Background: an optimization exercise with open tools, aiming at a short achievable clock period and few clock cycles. Do not read the settings as production practice.
Only simulation tests tie the RTL to the original design; equivalence was not proved.
Power is estimated from default activity; no workload was simulated.

## raster_block
module raster_block (
    input  wire        clk,
    input  wire        rst,           
    input  wire        reg_valid,
    input  wire        reg_write,
    input  wire [5:0]  reg_addr,
    input  wire [31:0] reg_wdata,
    output reg  [31:0] reg_rdata,
    output wire        reg_berr,
    output wire        pix_re,
    output wire [15:0] pix_addr,
    input  wire [7:0]  pix_rdata,
    output wire        bmp_re,
    output wire        bmp_we,
    output wire [12:0] bmp_addr,
    output wire [7:0]  bmp_wdata,
    input  wire [7:0]  bmp_rdata,
    output wire        out_we,
    output wire [14:0] out_addr,
    output wire [7:0]  out_wdata,
    output wire        busy_o
);
    localparam [31:0] PIX_CAP = 32'd65536;
    localparam [31:0] BMP_CAP = 32'd8192;
    localparam [31:0] OUT_CAP = 32'd16400;
    localparam [5:0] A_CMD = 6'h00, A_STATUS = 6'h04, A_ERR = 6'h08,
                     A_WIDTH = 6'h0C, A_HEIGHT = 6'h10, A_THRESH = 6'h14,
                     A_BMPW = 6'h18, A_BMPH = 6'h1C, A_BPR = 6'h20,
                     A_OUTLEN = 6'h24, A_PIXCAP = 6'h28, A_BMPCAP = 6'h2C,
                     A_OUTCAP = 6'h30;
    localparam [7:0] K_INVALID = 8'd1, K_INVARIANT = 8'd3, K_CAPACITY = 8'd4,
                     K_ILLEGAL = 8'd5;
    localparam [7:0] D_THRESH = 8'h01, D_WZERO = 8'h02, D_WALIGN = 8'h03,
                     D_HZERO = 8'h04, D_PIXCAP = 8'h05, D_BMPCAP = 8'h06,
                     D_BWZERO = 8'h11, D_BWALIGN = 8'h12, D_BHZERO = 8'h13,
                     D_BMPLEN = 8'h14, D_XRANGE = 8'h21, D_YRANGE = 8'h22,
                     D_OUTCAP = 8'h31, D_BADOP = 8'hF0, D_RSVD = 8'hF1;
    localparam [3:0] S_IDLE  = 4'd0,
                     S_CHK   = 4'd1,
                     S_RAST  = 4'd2,
                     S_EHDR  = 4'd3,
                     S_EDAT  = 4'd4,
                     S_ETAIL = 4'd5,
                     S_ZHDR  = 4'd6,
                     S_ZNUM  = 4'd7,
                     S_ZMID  = 4'd8,
                     S_ZHEX  = 4'd9,
                     S_ZTAIL = 4'd10,
                     S_FIN   = 4'd11;
    localparam [2:0] CHK_LAST = 3'd7;
    reg        busy, done, errf, ovr;
    reg [15:0] err;
  ...
Size in the first run: ~1,300 flip-flops, ~160 I/O pins, about 0.070 mm2 of cells after synthesis.
export LEC_CHECK = 0
export ABC_CLOCK_PERIOD_IN_PS = 5000
export CAP_MARGIN = 20
export CORE_MARGIN = 2
export CORE_UTILIZATION = 40
export GPL_ROUTABILITY_DRIVEN = 0
export GPL_TIMING_DRIVEN = 1
export PLACE_DENSITY = 0.6
export SLEW_MARGIN = 20
create_clock -name core_clock -period 11.0 [get_ports {clk}]
standard.sh (not shown) runs the stock make flow with config.mk's settings and CLKGATE_MAP_FILE= SYNTH_SCRIPT=/design/flow/synth_recipe.tcl, a recipe that flattens the netlist after the stock synthesis.
==> flow/flow/run.sh <==
#!/bin/bash
set -euo pipefail
bash standard.sh SETUP_SLACK_MARGIN=6.5 \
  "PLACE_PINS_ARGS=-group_pins {reg_rdata[0] reg_rdata[1] reg_rdata[2] reg_rdata[3] reg_rdata[4] reg_rdata[5] reg_rdata[6] reg_rdata[7] reg_rdata[8] reg_rdata[9] reg_rdata[10] reg_rdata[11] reg_rdata[12] reg_rdata[13] reg_rdata[14] reg_rdata[15] reg_valid reg_berr reg_addr[5] reg_addr[4] reg_addr[3] reg_addr[2] reg_addr[1] reg_addr[0] reg_rdata[16] reg_rdata[17] reg_rdata[18] reg_rdata[19] reg_rdata[20] reg_rdata[21] reg_rdata[22] reg_rdata[23] reg_rdata[24] reg_rdata[25] reg_rdata[26] reg_rdata[27] reg_rdata[28] reg_rdata[29] reg_rdata[30] reg_rdata[31]}" \
  finish > standard_flow.log 2>&1
Testbench counts at the start, summed over its fixed seeds: cycles 1,103,036.
Rerun with:
GPL_ROUTABILITY_DRIVEN = default   (was 0)
GPL_TIMING_DRIVEN = default   (was 1)
Result: Total power hardly moves; via count stays flat; worst hold slack is about the same; critical path depth does not change; worst setup slack got worse by 19 ps; synthesized area does not change; sequential share of layout area fell by 0.17 points; wire length went up by 0.64%; cell count climbs by 0.48%.
Rerun with:
==> flow/flow/run.sh (replaced) <==
#!/bin/bash
set -euo pipefail
bash standard.sh SETUP_SLACK_MARGIN=6.5 \
  "PLACE_PINS_ARGS=-group_pins {reg_valid reg_berr reg_addr* reg_rdata*}" \
  finish > standard_flow.log 2>&1
The changed run finished with timing, DRC and antenna clean.
Design area decreases by 0.58%.
Synthesized cell count stays the same.
First-iteration DRC count drops by 2.3%.
Wire length is higher by 0.54%.
Final cell count fell by 0.53%.
Clock skew fell by 20 ps.
Die area does not change.
Maximum frequency rose by 1.2%.
Non-clock buffer count went down by 49.
Rerun with:
CORE_UTILIZATION = 55   (was 40)
PLACE_DENSITY = 0.7   (was 0.6)
The new run ran to the end with no violations.
Via count rises by 0.98%.
Global-route usage rises by 7.0 points.
Combinational power rises by about 3%.
Rerun with:
--- a/flow/flow/run.sh
+++ b/flow/flow/run.sh
@@ -3 +3 @@
-bash standard.sh SETUP_SLACK_MARGIN=6.5 \
+bash standard.sh SETUP_SLACK_MARGIN=6.0 \
ABC_CLOCK_PERIOD_IN_PS = 4000   (was 5000)
CORE_UTILIZATION = 40   (was 55)
PLACE_DENSITY = 0.75   (was 0.7)
Outcome: Final cell count is higher by 7.4%. Cell area climbs by 1.1%. Area after synthesis stays the same. Clock-buffer cell count decreases by 7. Die area grows by 37%. Wire length came out higher by 4.6%. Total power fell by 1.9%. Via count climbs by 1.4%. Global-route usage went down by 7.1 points.

re-timing with driven ports:
In the flow no input, the clock included, has a driving cell. The finished layouts below were timed again as built, in two steps. Step 1 assumes that a clkbuf_16 drives the clock port and a buf_2 every other input. Step 2 adds t to the input delays and takes it off the output delays; t is the mean of the earliest and latest rising clock arrival at the registers after step 1. Input paths then give back, and output paths get back, about the clock's delay inside the block. a / b / c = no drivers / after step 1 / after step 2; a / b = the first two.
run	t, ns	setup WS [ns]	worst data-port slew with drivers (ns)
the first run	0.867	5.207 / 5.121 / 5.121	0.18
the second run	0.873	5.188 / 5.101 / 5.101	0.15
the third run	0.861	5.258 / 5.180 / 5.180	0.14
the fourth run	0.853	5.148 / 5.084 / 5.084	0.09
the fifth run	0.876	5.196 / 5.060 / 5.060	0.18
After both steps every run listed still meets setup and hold. The setup slack of the fifth run, which loses most, moves by -0.136 ns with the drivers and by -0.136 ns with both steps.
